This design comes from an exercise in tuning for small area, a short achievable clock period and few clock cycles on the open sky130 flow, not from production work.
In this exercise RTL edits were held to simulation tests only and were not proved equivalent to the original.
No activity file was given, so power comes from the tool's default toggle rates.

`flow/design.v`:
```
module vgc_topo (
    input  wire        clk,
    input  wire        rst,
    input  wire        cfg_we,
    input  wire [7:0]  cfg_addr,
    input  wire [31:0] cfg_wdata,
    input  wire        cmd_valid,
    output wire        cmd_ready,
    input  wire [31:0] cmd,
    output wire        rsp_valid,
    input  wire        rsp_ready,
    output wire [63:0] rsp
);
    localparam ST_OK       = 8'h00;
    localparam ST_NOTFOUND = 8'h01;
    localparam ST_INVTOPO  = 8'h02;
    localparam ST_NOREG    = 8'h05;
    localparam ST_STATE    = 8'h06;
    localparam ST_ILLEGAL  = 8'h07;
    localparam ST_RESOURCE = 8'h08;
    integer i, c, g;
    function automatic lt6(input [5:0] a, input [5:0] b);
        integer k; reg r;
        begin
            r = 1'b0;
            for (k = 0; k < 6; k = k + 1) r = (~a[k] & b[k]) | (~(a[k] ^ b[k]) & r);
            lt6 = r;
        end
    endfunction
    function automatic ge8(input [7:0] a, input [7:0] b);
        integer k; reg r;
        begin
            r = 1'b1;
            for (k = 0; k < 8; k = k + 1) r = (a[k] & ~b[k]) | (~(a[k] ^ b[k]) & r);
            ge8 = r;
        end
    endfunction
    function automatic ghit(input [15:0] p, input [10:0] phm1, input phnz,
                            input [15:0] b, input [5:0] sz);
        reg [5:0] dl;
        begin
            dl = {1'b0, p[4:0]} - {1'b0, b[4:0]};
            ghit = lt6({1'b0, dl[4:0]}, sz) &
                   (dl[5] ? (phnz & (phm1 == b[15:5])) : (p[15:5] == b[15:5]));
        end
    endfunction
    reg        d_present  [0:3];
    reg        d_explicit [0:3];
    reg        d_deb      [0:3];
    reg [3:0]  d_ngrp     [0:3];
    reg [5:0]  d_gpp      [0:3];
    reg [7:0]  d_barno    [0:3];
    reg [15:0] d_pin_base [0:3];
    reg [16:0] d_end      [0:3];    
    reg [31:0] d_padregs  [0:3];
    reg [15:0] d_gbase    [0:31];
    reg [5:0]  d_gsize    [0:31];
    reg [15:0] d_ggpio    [0:31];
    reg        lc;             
    reg [15:0] err_count;
    reg        err_code;       
    reg [15:0] err_pin;
    reg        w_v;
    reg [7:0]  w_a;
    reg [31:0] w_d;
    reg        d_rst;
    always @(posedge clk) begin
        w_v   <= cfg_we & ~rst;
        w_a   <= cfg_addr;
        w_d   <= cfg_wdata;
        d_rst <= rst;
    end
    wire        wr    = w_v & ~lc;
    wire [31:0] wdat  = d_rst ? 32'd0 : w_d;
    wire [16:0] w_end = d_rst ? 17'd0 : {1'b0, w_d[15:0]} + {1'b0, w_d[31:16]};
    wire [5:0]  wsat  = d_rst ? 6'd0 : ((w_d[23:16] > 8'd32) ? 6'd33 : w_d[21:16]);
    always @(posedge clk) begin
        for (i = 0; i < 4; i = i + 1) begin
            if (d_rst || (wr && w_a[7:6] == i && w_a[5:0] == 6'h00)) begin
                d_present[i]  <= wdat[0];
                d_explicit[i] <= wdat[1];
                d_deb[i]      <= wdat[2];
                d_ngrp[i]     <= wdat[11:8];
                d_gpp[i]      <= wsat;
                d_barno[i]    <= wdat[31:24];
            end
            if (d_rst || (wr && w_a[7:6] == i && w_a[5:0] == 6'h01)) begin
                d_pin_base[i] <= wdat[15:0];
                d_end[i]      <= w_end;
            end
            if (d_rst || (wr && w_a[7:6] == i && w_a[5:0] == 6'h02))
                d_padregs[i]  <= wdat;
        end
        for (i = 0; i < 32; i = i + 1) begin
            if (d_rst || (wr && w_a[7:6] == i / 8 && w_a[5:3] == 3'b010 && w_a[2:0] == i % 8)) begin
                d_gbase[i] <= wdat[15:0];
                d_gsize[i] <= wsat;
            end
            if (d_rst || (wr && w_a[7:6] == i / 8 && w_a[5:3] == 3'b100 && w_a[2:0] == i % 8))
                d_ggpio[i] <= wdat[15:0];
        end
    end
    reg  [3:0] act, ae;
    wire [3:0] expl = {d_explicit[3], d_explicit[2], d_explicit[1], d_explicit[0]};
    always @(posedge clk) begin
        act[0] <= d_present[0];
        act[1] <= d_present[0] & d_present[1];
        act[2] <= d_present[0] & d_present[1] & d_present[2];
        act[3] <= d_present[0] & d_present[1] & d_present[2] & d_present[3];
        ae[0]  <= d_present[0] & d_explicit[0];
        ae[1]  <= d_present[0] & d_present[1] & d_explicit[1];
        ae[2]  <= d_present[0] & d_present[1] & d_present[2] & d_explicit[2];
        ae[3]  <= d_present[0] & d_present[1] & d_present[2] & d_present[3] & d_explicit[3];
    end
    reg [31:0] gin;
    always @(posedge clk)
        for (i = 0; i < 32; i = i + 1)
            gin[i] <= (i % 8) < d_ngrp[i / 8];
    reg [31:0] gval;
    always @(*)
        for (i = 0; i < 32; i = i + 1)
            gval[i] = ae[i / 8] & gin[i];
    reg  rv;           
    reg  rv_n;         
    reg  rdy;          
    reg  s2_v, s1_v, q_v;
    reg  sk_v;         
    wire adv_rsp;      
    wire hold;         
    assign cmd_ready = rdy;
    wire acc   = cmd_valid & ~sk_v;
    wire [7:0]  c_op  = cmd[7:0];
    wire [7:0]  c_sel = cmd[15:8];
    wire [15:0] c_pin = cmd[31:16];
    reg  [5:0]  c_cls;
    reg         c_ill;
    always @(*) begin
        c_cls = 6'd0;
        c_ill = 1'b0;
        case (c_op)
            8'h01: begin c_cls[0] = 1'b1; c_ill = (c_sel != 8'd0) || (c_pin != 16'd0); end
            8'h04: begin c_cls[1] = 1'b1; c_ill = (c_sel != 8'd0); end
            8'h05: begin c_cls[2] = 1'b1; end
            8'h06: begin c_cls[3] = 1'b1; c_ill = (c_sel >= 8'd3); end
            8'h07: begin c_cls[4] = 1'b1; c_ill = (c_sel != 8'd0); end
            8'h08: begin c_cls[5] = 1'b1; c_ill = (c_sel != 8'd0) || (c_pin != 16'd0); end
            default: c_ill = 1'b1;
        endcase
    end
    wire [25:0] c_dec = {c_ill, c_cls, |c_sel[7:2], c_sel[1:0], c_pin};
    reg  [25:0] sk_dec;
    reg  [25:0] q_dec;
    reg  [10:0] q_phm1;
    reg  [7:0]  q_pb;          
    reg  [5:0]  q_gpp;
    reg         q_rg, q_nrg;   
    reg         q_phnz;
    wire [25:0] n_dec = sk_v ? sk_dec : c_dec;
    wire        q_ill   = q_dec[25];
    wire [5:0]  q_cls   = q_dec[24:19];
    wire        q_selhi = q_dec[18];
    wire [1:0]  q_sel   = q_dec[17:16];
    wire [15:0] q_pin   = q_dec[15:0];
    reg [3:0]  chit;
    reg [31:0] hit;
    reg [7:0]  sel_off;
    reg [7:0]  sel_m [1:7];
    reg [7:1]  sel_t;
    reg [2:0]  sel_g;
    always @(*) begin
        for (c = 0; c < 4; c = c + 1)
            chit[c] = act[c] & (q_pin >= d_pin_base[c]) & ({1'b0, q_pin} < d_end[c]);
        for (i = 0; i < 32; i = i + 1)
            hit[i] = ghit(q_pin, q_phm1, q_phnz,
                          (i < 16 ? q_rg : ~q_nrg) ? d_gbase[i] : d_ggpio[i], d_gsize[i]);
        sel_off  = q_pin[7:0] - q_pb;
        sel_m[1] = {2'b00, q_gpp};
        sel_m[2] = {1'b0, q_gpp, 1'b0};
        sel_m[3] = {2'b00, q_gpp} + {1'b0, q_gpp, 1'b0};
        sel_m[4] = {q_gpp, 2'b00};
        sel_m[5] = {2'b00, q_gpp} + {q_gpp, 2'b00};
        sel_m[6] = {1'b0, q_gpp, 1'b0} + {q_gpp, 2'b00};
        sel_m[7] = {q_gpp, 3'b000} - {2'b00, q_gpp};
        for (g = 1; g < 8; g = g + 1) sel_t[g] = ge8(sel_off, sel_m[g]);
        sel_g[2] = sel_t[4];
        sel_g[1] = (sel_t[2] & ~sel_t[4]) | sel_t[6];
        sel_g[0] = (sel_t[1] & ~sel_t[2]) | (sel_t[3] & ~sel_t[4]) |
                   (sel_t[5] & ~sel_t[6]) | sel_t[7];
    end
    reg        s1_ill;
    reg [5:0]  s1_cls;
    reg        s1_selhi;
    reg [1:0]  s1_sel;
    reg [15:0] s1_pin;
    reg [3:0]  s1_chit;
    reg [1:0]  s1_fc;
    reg [3:0]  s1_foh;     
    reg [31:0] s1_hit;
    reg [2:0]  s1_sg;
    reg [7:0]  rg_hit;
    reg [31:0] mp_hit;
    reg [1:0]  f_c;
    reg [15:0] f_off, f_pb;
    reg        f_deb;
    reg [19:0] f_x;
    reg [2:0]  rg_g;
    reg        rg_f;
    reg [3:0]  mp_ch;      
    reg [3:0]  mp_cf;      
    reg [31:0] mp_oh;      
    reg [7:0]  gf;
    reg        seen;
    reg [15:0] m_base;
    reg [4:0]  m_glo;
    reg [15:0] cb [0:3];
    reg [4:0]  cl [0:3];
    always @(*) begin
        for (g = 0; g < 8; g = g + 1)
            rg_hit[g] = s1_hit[{s1_sel, g[2:0]}] & gin[{s1_sel, g[2:0]}];
        mp_hit = s1_hit & gval;
        f_c = s1_fc;
        f_pb  = 16'd0;
        f_deb = 1'b0;
        for (c = 0; c < 4; c = c + 1) begin
            f_pb  = f_pb | (d_pin_base[c] & {16{s1_foh[c]}});
            f_deb = f_deb | (d_deb[c] & s1_foh[c]);
        end
        f_off = s1_pin - f_pb;
        f_x   = f_deb ? {f_off, s1_sel, 2'b00} : {1'b0, f_off, s1_sel[0], 2'b00};
        if (expl[s1_sel]) begin
            rg_f = |rg_hit;
            rg_g = 3'd0;
            for (g = 7; g >= 0; g = g - 1) if (rg_hit[g]) rg_g = g;
        end else begin
            rg_f = s1_chit[s1_sel];
            rg_g = s1_sg;
        end
        if (s1_selhi || !act[s1_sel]) rg_f = 1'b0;
        for (c = 0; c < 4; c = c + 1)
            mp_ch[c] = expl[c] ? |mp_hit[c*8 +: 8] : s1_chit[c];
        seen = 1'b0;
        for (c = 0; c < 4; c = c + 1) begin
            mp_cf[c] = mp_ch[c] & ~seen;
            seen = seen | mp_ch[c];
        end
        for (c = 0; c < 4; c = c + 1) begin
            seen = 1'b0;
            for (g = 0; g < 8; g = g + 1) begin
                gf[g] = mp_hit[c*8+g] & ~seen;
                seen = seen | mp_hit[c*8+g];
            end
            mp_oh[c*8 +: 8] = gf;
        end
        m_base = 16'd0;
        m_glo  = 5'd0;
        for (c = 0; c < 4; c = c + 1) begin
            cb[c] = 16'd0;
            cl[c] = 5'd0;
            for (g = 0; g < 8; g = g + 1) begin
                cb[c] = cb[c] | (d_gbase[c*8+g] & {16{mp_oh[c*8+g]}});
                cl[c] = cl[c] | (d_ggpio[c*8+g][4:0] & {5{mp_oh[c*8+g]}});
            end
            m_base = m_base | (cb[c] & {16{mp_cf[c] & expl[c]}});
            m_glo  = m_glo  | (cl[c] & {5{mp_cf[c] & expl[c]}});
        end
    end
    reg        s2_ill;
    reg [5:0]  s2_cls;
    reg [1:0]  s2_sel;
    reg [15:0] s2_pin;
    reg        s2_cf;
    reg [1:0]  s2_c;
    reg [19:0] s2_x;
    reg [3:0]  s2_coh;     
    reg        s2_deb;     
    reg        s2_rgf;
    reg [2:0]  s2_rgg;
    reg        s2_mf;
    reg        s2_mx;
    reg [15:0] s2_mbase;
    reg [4:0]  s2_mglo;
    reg [3:0]  b_step;
    reg [16:0] b_np;
    reg [7:0]  b_res;
    reg [7:0]  cst;
    reg [16:0] bnp, bnp_e;
    reg [15:0] bnp_b;
    reg [3:0]  b_coh;      
    reg [3:0]  nstep;
    reg [1:0]  bc;
    reg [7:0]  bbig;
    always @(*) begin
        bc  = b_step[2:1];
        bnp_e = 17'd0;
        bnp_b = 16'd0;
        for (c = 0; c < 4; c = c + 1) begin
            bnp_e = bnp_e | (d_end[c] & {17{b_coh[c]}});
            bnp_b = bnp_b | (d_pin_base[c] & {16{b_coh[c]}});
        end
        bnp = bnp_e - {1'b0, bnp_b};
        for (g = 0; g < 8; g = g + 1)
            bbig[g] = (d_gsize[{bc, g[2:0]}] > 6'd32) && (g < d_ngrp[bc]);
        cst = ST_OK;
        if (d_explicit[bc]) begin
            if (d_ngrp[bc] > 4'd8) cst = ST_RESOURCE;
            else if (|bbig) cst = ST_INVTOPO;
        end else if (b_np != 17'd0) begin
            if (d_gpp[bc] == 6'd0) cst = ST_RESOURCE;
            else if (d_gpp[bc] > 6'd32 && b_np > 17'd32) cst = ST_INVTOPO;
            else if (b_np > {8'd0, d_gpp[bc], 3'd0}) cst = ST_RESOURCE;
        end
        if (!act[bc]) cst = ST_OK;
    end
    wire s2_bld = s2_v & s2_cls[0] & ~s2_ill & ~lc;
    wire s3_wait = s2_bld & ~b_step[3];
    always @(*) nstep = s3_wait ? b_step + 4'd1 : (!hold ? 4'd0 : b_step);
    reg [4:0]  m_dl;
    reg [16:0] m_val;
    reg [31:0] ro_val, ro_pad;
    reg [7:0]  n_st, n_aux;
    reg [15:0] n_pinf;
    reg [31:0] n_val;
    reg        n_nf;        
    reg        n_built;
    reg        v_ok, v_gs, v_rc, v_rg, v_ro, v_mp;
    always @(*) begin
        m_dl  = s2_pin[4:0] - s2_mglo;
        m_val = s2_mx ? {1'b0, s2_mbase} + {12'd0, m_dl} : {1'b0, s2_pin};
        ro_pad = 32'd0;
        for (c = 0; c < 4; c = c + 1)
            ro_pad = ro_pad | (d_padregs[c] & {32{s2_coh[c]}});
        ro_val = ro_pad + {12'd0, s2_x};
        n_st = ST_OK; n_aux = 8'd0; n_pinf = 16'd0; n_val = 32'd0;
        n_nf = 1'b0; n_built = 1'b0;
        if (s2_ill) n_st = ST_ILLEGAL;
        else if (s2_cls[0]) begin
            if (lc) n_st = ST_STATE;
            else begin
                n_st = b_res;
                n_built = (b_res == ST_OK);
            end
        end else if (s2_cls[5]) begin
        end else if (!lc) n_st = ST_STATE;
        else if (s2_cls[1]) begin
            if (!s2_cf) n_nf = 1'b1;
        end else if (s2_cls[2]) begin
            if (!s2_rgf) n_nf = 1'b1;
        end else if (s2_cls[3]) begin
            if (!s2_cf) n_nf = 1'b1;
            else if (s2_sel == 2'd2 && !s2_deb) n_st = ST_NOREG;
        end else begin
            if (!s2_mf) n_nf = 1'b1;
        end
        if (n_nf) n_st = ST_NOTFOUND;
        v_ok = ~s2_ill & lc;
        v_gs = ~s2_ill & s2_cls[5];
        v_rc = v_ok & s2_cls[1] & s2_cf;
        v_rg = v_ok & s2_cls[2] & s2_rgf;
        v_ro = v_ok & s2_cls[3] & s2_cf & ~(s2_sel == 2'd2 && !s2_deb);
        v_mp = v_ok & s2_cls[4] & s2_mf;
        n_aux  = ({8{v_rc}} & {6'd0, s2_c}) | ({8{v_rg}} & {5'd0, s2_rgg}) |
                 ({8{v_ro}} & d_barno[s2_c]);
        n_pinf = {16{v_gs}} & err_pin;
        n_val  = ({32{v_gs}} & {err_count, 7'd0, err_code, 7'd0, lc}) |
                 ({32{v_ro}} & ro_val) | ({32{v_mp}} & {15'd0, m_val});
    end
    reg [7:0]  r_st, r_aux;
    reg [15:0] r_pinf;
    reg [31:0] r_val;
    assign rsp_valid = rv;
    assign rsp = {r_val, r_pinf, r_aux, r_st};
    assign adv_rsp = rv_n | rsp_ready;
    assign hold    = ~adv_rsp | s3_wait;
    always @(posedge clk) begin
        if (rst) begin
            rv        <= 1'b0;
            rv_n      <= 1'b1;
            rdy       <= 1'b1;
            s2_v      <= 1'b0;
            s1_v      <= 1'b0;
            q_v       <= 1'b0;
            sk_v      <= 1'b0;
            lc        <= 1'b0;
            err_count <= 16'd0;
            err_code  <= 1'b0;
            err_pin   <= 16'd0;
            b_step    <= 4'd0;
            b_coh     <= 4'b0001;
            b_res     <= ST_OK;
        end else begin
            if (adv_rsp) begin
                rv   <= s2_v & ~s3_wait;
                rv_n <= ~(s2_v & ~s3_wait);
                if (s2_v & ~s3_wait) begin
                    if (n_built) lc <= 1'b1;
                    if (n_nf) begin
                        if (err_count != 16'hFFFF) err_count <= err_count + 16'd1;
                        err_code <= 1'b1;
                        err_pin  <= s2_pin;
                    end
                end
            end
            if (!hold) begin
                s2_v <= s1_v;
                s1_v <= q_v;
                q_v  <= sk_v | acc;
                sk_v <= 1'b0;
                rdy  <= 1'b1;
            end else if (acc) begin
                sk_v <= 1'b1;
                rdy  <= 1'b0;
            end
            b_step <= nstep;
            b_coh  <= 4'b0001 << nstep[2:1];
            if (s3_wait) begin
                if (b_step[0] && b_res == ST_OK) b_res <= cst;
            end else if (!hold) begin
                b_res  <= ST_OK;
            end
        end
    end
    always @(posedge clk) b_np <= bnp;
    always @(posedge clk) begin
        if (adv_rsp) begin
            r_st   <= n_st;
            r_aux  <= n_aux;
            r_pinf <= n_pinf;
            r_val  <= n_val;
        end
        if (!hold) begin
            s2_ill   <= s1_ill;
            s2_cls   <= s1_cls;
            s2_sel   <= s1_sel;
            s2_pin   <= s1_pin;
            s2_cf    <= |s1_chit;
            s2_c     <= f_c;
            s2_x     <= f_x;
            s2_coh   <= s1_foh;
            s2_deb   <= f_deb;
            s2_rgf   <= rg_f;
            s2_rgg   <= rg_g;
            s2_mf    <= |mp_ch;
            s2_mx    <= |(mp_cf & expl);
            s2_mbase <= m_base;
            s2_mglo  <= m_glo;
            s1_ill   <= q_ill;
            s1_cls   <= q_cls;
            s1_selhi <= q_selhi;
            s1_sel   <= q_sel;
            s1_pin   <= q_pin;
            s1_chit  <= chit;
            s1_fc    <= chit[0] ? 2'd0 : chit[1] ? 2'd1 : chit[2] ? 2'd2 : 2'd3;
            s1_foh   <= chit[0] ? 4'b0001 : chit[1] ? 4'b0010 : chit[2] ? 4'b0100 : 4'b1000;
            s1_hit   <= hit;
            s1_sg    <= sel_g;
            q_dec  <= n_dec;
            q_phm1 <= n_dec[15:5] - 11'd1;
            q_phnz <= |n_dec[15:5];
            q_rg   <= n_dec[21];
            q_pb   <= d_pin_base[n_dec[17:16]][7:0];
            q_gpp  <= d_gpp[n_dec[17:16]];
            q_nrg  <= ~n_dec[21];
        end else if (acc) begin
            sk_dec <= c_dec;
        end
    end
endmodule
```
`flow/flow/run.sh`:
```
#!/bin/bash
# The standard layout (the standard.sh: unchanged synthesis and steps)
# with three knobs changed:
#  - repair_timing is asked for a larger setup margin, so the resizer keeps
#    working below the 10 ns clock;
#  - ports are buffered with a plain buffer (buf_4) instead of the delay
#    buffer buffer_ports picks by default;
#  - sizing may swap cells across footprints.
set -euo pipefail
bash standard.sh SETUP_SLACK_MARGIN=6.6 MATCH_CELL_FOOTPRINT=0 \
    "BUFFER_PORTS_ARGS=-buffer_cell sky130_fd_sc_hd__buf_4" finish > standard.log 2>&1
```
`flow/standard.sh`:
```
#!/bin/bash
# synth_recipe.tcl (not shown) runs the flow's synth.tcl, then flattens the netlist and writes it again
# the make line also repeats each setting of config.mk as NAME=value (left out here)
make -C /OpenROAD-flow-scripts/flow DESIGN_CONFIG=/design/flow/config.mk WORK_HOME=/design/flow/orfs CLKGATE_MAP_FILE= SYNTH_SCRIPT=/design/flow/synth_recipe.tcl "${@:-finish}"
```
`flow/config.mk`:
```
export PLATFORM = sky130hd
export DESIGN_NAME = vgc_topo
export DESIGN_NICKNAME = vgc_topo
export VERILOG_FILES = /design/flow/design.v
export SDC_FILE = /design/flow/constraint.sdc
export NUM_CORES = 4
export LEC_CHECK = 0
export CAP_MARGIN = 20
export CORE_MARGIN = 2
export CORE_UTILIZATION = 70
export CTS_CLUSTER_DIAMETER = 100
export CTS_CLUSTER_SIZE = 20
export PLACE_DENSITY = 0.8
export SLEW_MARGIN = 20
```
`flow/constraint.sdc`:
```
create_clock -name core_clock -period 10.0 [get_ports {clk}]
set_input_delay 2.0000 -clock core_clock [delete_from_list [all_inputs] [get_ports {clk}]]
set_output_delay 2.0000 -clock core_clock [all_outputs]
set_load 0.01 [all_outputs]
```
==> notes.md <==
[worst max-delay path: cells and delay by family (launching register included)]
| family | cells | cell delay [ns] |
|---|---|---|
| buffers and inverters | 3 | 1.64 |
| flip-flops | 1 | 0.51 |
| AND/OR/NAND/NOR | 1 | 0.84 |
[cells by family after synthesis]
family                     count (synthesis)  share of synthesized area
other                                      1                  0.0000373
xor gates and xnor gates                 921                     0.0803
muxes                                    612                     0.0651
and+or+nand+nor                         1328                     0.0677
adders and majority gates                598                     0.0775
DFF                                     1997                      0.582
buffers and inverters                    609                     0.0237
AOI/OAI and AO/OA                       1452                      0.103
[routing by layer]
metal / up-vias / routed length [um]
li1: 29100 / -
met1: 33900 / 110000
met2: 5537 / 145000
met3: 1406 / 47400
met4: 14 / 31500
met5: - / 94
[how the worst min path moves through the flow]
stage                                      start                end  slack [ns]  cells after the start
final                           s1_ill$_DFFE_PP_   s2_ill$_DFFE_PP_        0.42                      0
after global routing            s1_ill$_DFFE_PP_   s2_ill$_DFFE_PP_        0.43                      0
after CTS                       s1_ill$_DFFE_PP_   s2_ill$_DFFE_PP_        0.42                      0
after detailed placement  s1_fc[1]$_SDFFCE_PP0P_  s2_c[1]$_DFFE_PP_        0.40                      0
after global placement          s1_ill$_DFFE_PP_   s2_ill$_DFFE_PP_        0.40                      0
after floorplan           d_present[0]$_DFFE_PP_     act[0]$_DFF_P_        0.38                      0
[synth_stat cells (40+ instances only)]
library cell / count
sky130_fd_sc_hd__a22oi_1: 179
sky130_fd_sc_hd__buf_1: 81
sky130_fd_sc_hd__mux2_2: 47
sky130_fd_sc_hd__a31o_2: 40
sky130_fd_sc_hd__dfxtp_1: 150
sky130_fd_sc_hd__clkbuf_1: 193
sky130_fd_sc_hd__mux2i_1: 537
sky130_fd_sc_hd__inv_1: 272
sky130_fd_sc_hd__nor4_1: 55
sky130_fd_sc_hd__nand3_1: 68
sky130_fd_sc_hd__fa_1: 41
sky130_fd_sc_hd__or4_1: 47
sky130_fd_sc_hd__nor3_1: 81
sky130_fd_sc_hd__nor2_1: 211
sky130_fd_sc_hd__xor2_1: 649
sky130_fd_sc_hd__nand4_1: 185
sky130_fd_sc_hd__xnor2_1: 272
sky130_fd_sc_hd__a22o_1: 58
sky130_fd_sc_hd__and2_1: 52
sky130_fd_sc_hd__o21bai_1: 45
sky130_fd_sc_hd__o21ai_0: 172
sky130_fd_sc_hd__edfxtp_1: 1847
sky130_fd_sc_hd__buf_2: 54
sky130_fd_sc_hd__a21o_1: 233
sky130_fd_sc_hd__nor2b_1: 93
sky130_fd_sc_hd__a222oi_1: 129
sky130_fd_sc_hd__a21oi_1: 312
sky130_fd_sc_hd__a221oi_1: 59
sky130_fd_sc_hd__nand2_1: 390
sky130_fd_sc_hd__ha_1: 556
[stage by stage]
stage | util | std cells | setup slack (ns) | instance area [um2] | power (W)
finish | 0.776 | 9727 | 6.43 | 110000 | 0.0194
global route | 0.776 | 9716 | 6.42 | 110000 | 0.0200
CTS | 0.768 | 9668 | 6.56 | 109000 | 0.0191
detailed placement | 0.735 | 9390 | 5.28 | 104000 | 0.0142
global placement | 0.735 | 9390 | 5.31 | 104000 | 0.0140
floorplan | - | 7521 | 5.18 | 101000 | 0.0129
[cell type report]
type	count	area (um2)	area share
Multi-Input combinational cell	4917	41000	0.372
Timing Repair Buffer	430	3960	0.0359
Clock inverter	8	114	0.00103
Clock buffer	201	3140	0.0285
Sequential cell	1997	58500	0.531
Antenna cell	11	27.5	0.000250
Inverter	273	1060	0.00961
Tap cell	1890	2360	0.0215
[power by group through the flow]
| stage | Sequential (W) | Clock, W | Combinational (W) |
|---|---|---|---|
| after floorplan | 0.0103 | 0 | 0.00263 |
| after global placement | 0.0105 | 0 | 0.00359 |
| after detailed placement | 0.0105 | 0 | 0.00370 |
| after CTS | 0.0103 | 0.00485 | 0.00391 |
| after global routing | 0.0104 | 0.00514 | 0.00446 |
| final | 0.0103 | 0.00488 | 0.00416 |
[state kept, by name (all words and copies together) (netlist names), 32 cells and up]
signal      flops
d_gbase       512
d_ggpio       512
d_gsize       192
d_padregs     128
d_end          68
d_pin_base     64
d_barno        32
gin            32
r_val          32
s1_hit         32
w_d            32
[timing repair]
| action | CTS | global route |
|---|---|---|
| endpoints found under the setup margin | 256 | 170 |
| pin swaps | 26 | 53 |
| buffers inserted | 57 | 34 |
| endpoints found under the hold margin | 0 | 0 |
| gates cloned | 12 | 8 |
| resized for setup | 153 | 96 |
==> metrics.log <==
INFO  metric run_status = finished clean
INFO  metric vias_per_cell = 7.19
INFO  metric drive_gt1_frac = 0.116
INFO  metric grt.met2_usage = 0.670
INFO  metric worst_flop_to_flop_path_endpoint = d_pin_base[2][14]$_DFFE_PP_
INFO  metric vias = 69900
INFO  metric tritoncts = yes
INFO  metric critical-path-max-stage-delay = 0.84 ns
INFO  metric crit_chain = buf_6 -> buf_4 -> nor2b_4 -> buf_4
INFO  metric p_comb_frac = 0.215
INFO  metric final_hold_viol_count = 0
INFO  metric p_leak = 42.7 nW
INFO  metric die-height = 383 um
INFO  metric grt_pass1_wl = 463000 um
INFO  metric worstSkewPairLatency = 0.80 ns
INFO  metric power_density = 176 nW/um2
INFO  metric leading_cell_types_by_total_area_after_synthesis = sky130_fd_sc_hd__edfxtp_1 (55%), sky130_fd_sc_hd__ha_1 (6.9%), sky130_fd_sc_hd__xor2_1 (5.7%), sky130_fd_sc_hd__mux2i_1 (5.4%), sky130_fd_sc_hd__dfxtp_1 (3.0%)
INFO  metric cpMaxStageDelayCell = sky130_fd_sc_hd__nor2b_4
INFO  metric critical_path_sink = d_pin_base[2][14]$_DFFE_PP_
INFO  metric route.detailed.wl_per_inst = 34.4 um
INFO  metric pwr-share-clk = 0.252
INFO  metric clock-sinks = 1997
INFO  metric globalRoute.busiestLayer = met2
INFO  metric pin_count_of_the_biggest_net_entering_global_routing = 76
INFO  metric antenna_left = 0
INFO  metric synth_top_flop_cell = sky130_fd_sc_hd__edfxtp_1
INFO  metric fillCellCount = 8679
INFO  metric synth_edf_count = 1847
INFO  metric netSwitchingPower = 0.00568 W
INFO  metric h-tree-depth = 3
INFO  metric vdd_ir_drop_max = 0.000219 V
INFO  metric post_route_setup_tns = 0 ns
INFO  metric grt_remaining_overflow = 0
INFO  metric criticalPathCategory = flop to flop
INFO  metric grt_util_met1 = 0.560
INFO  metric endpoint_kind = flop
INFO  metric rsz0062_at_grt = true
INFO  metric worst_hold_path_type = flop to flop
INFO  metric syn_inst_count = 7518
INFO  metric fin_crit = 3.57 ns
INFO  metric die_width = 383 um
INFO  metric buffer_ports.inserted = 138
INFO  metric layout_common_cells = sky130_fd_sc_hd__edfxtp_1 (1847), sky130_fd_sc_hd__xor2_1 (644), sky130_fd_sc_hd__ha_1 (545), sky130_fd_sc_hd__mux2i_1 (534), sky130_fd_sc_hd__nand2_1 (388)
INFO  metric detailed_place_hpwl = 215000 um
INFO  metric regToRegSetupSlack = 6.43 ns
INFO  metric kind_of_launch_point_of_the_worst_setup_path = flop
INFO  metric commonest_non_fill_non_tap_cell_in_the_layout = sky130_fd_sc_hd__edfxtp_1
INFO  metric core-area = 142000 um2
INFO  metric finalCritPeriodShare = 0.357
INFO  metric initial_antenna_violation_count = 24
INFO  metric yosysUniqueCellTypes = 92
INFO  metric yosys_warnings = 16
INFO  metric yosysTopAreaCellShare = 0.552
INFO  metric design.final.nets = 8403
INFO  metric setup.worst_path.start = d_rst$_DFF_P_
INFO  metric reg2reg_from = d_rst$_DFF_P_
INFO  metric synth_seq_cells = 1997
INFO  metric seqPwrFrac = 0.533
INFO  metric gp_routability_congestion = 1.05
INFO  metric share_of_flip_flops_with_an_asynchronous_set_or_reset_after_synthesis = 0
INFO  metric synth_seq_area_share = 0.582
INFO  metric drv_cap = 0
INFO  metric hold_buffers = 0
INFO  metric syn-mean-instance-area = 13.4 um2
INFO  metric dr.first_iter.drc_count = 11100
INFO  metric cell_internal_pwr = 0.0137 W
INFO  metric initial_utilization = 0.708
INFO  metric io_pins = 143
INFO  metric timing.final.max_slew_violations = 0
INFO  metric vias_in_the_first_global_route = 67000
INFO  metric post_synthesis_cell_area = 100000 um2
INFO  metric area_growth = 9.66%
INFO  metric finalWirelength = 335000 um
INFO  metric worstMarginPinSlew = 1.32 ns
INFO  metric drt-pass1-iter-count = 12
INFO  metric final.hold.worst_slack = 0.419 ns
INFO  metric cts.reportedPaths.clkPinSlew = 0.09 ns
INFO  metric critical_path.max_fanout = 53
INFO  metric clock-root-buffer = sky130_fd_sc_hd__clkbuf_16
INFO  metric timing.critical_path.required = 10.46 ns
INFO  metric final.setup_skew = 0.0341 ns
INFO  metric max_clock_freq = 0.280 GHz
INFO  metric critical_path.most_common_cell = sky130_fd_sc_hd__buf_4
INFO  metric yosysTopAreaCell = sky130_fd_sc_hd__edfxtp_1
INFO  metric die-area = 147000 um2
INFO  metric remaining_drc_errors = 0
INFO  metric gr-usage-all-layers = 0.446
INFO  metric reg2reg_depth = 4
INFO  metric cts-buffers-inserted = 110
INFO  metric worst-endpoint-arrival = 4.04 ns
INFO  metric switching_share = 0.294
INFO  metric placementRows = 138
INFO  metric setup_viol = 0
INFO  metric timing.slew.headroom = 0.123
INFO  metric max_root_sink_buffers = 3
INFO  metric gr-usage-met3 = 0.122
Testbench counts, summed over its fixed seeds: cycles 14,592.

-- separate check: timing with driven ports --
No port has a modelled driver above. Below, the same layout with a new extraction and two added sets of constraints.
Step 1 sets driving cells, clkbuf_16 on the clock port and buf_2 on the other inputs (assumed; they add their load-dependent delay and slew).
Step 2 times the ports against the registers' clock, not the clock port: input delays grow and output delays shrink by t, the midpoint of the rising clock arrivals with the driver on.
Three values: ideal, step 1, step 2; two values: the first two.
t, ns: 0.867
setup slack, ns: 6.428 / 6.428 / 5.819
worst setup path after step 2: input to register
After both steps setup and hold are still met in this run. For this run, drivers alone change the setup slack by 0.000 ns; drivers and shift together by -0.609 ns.
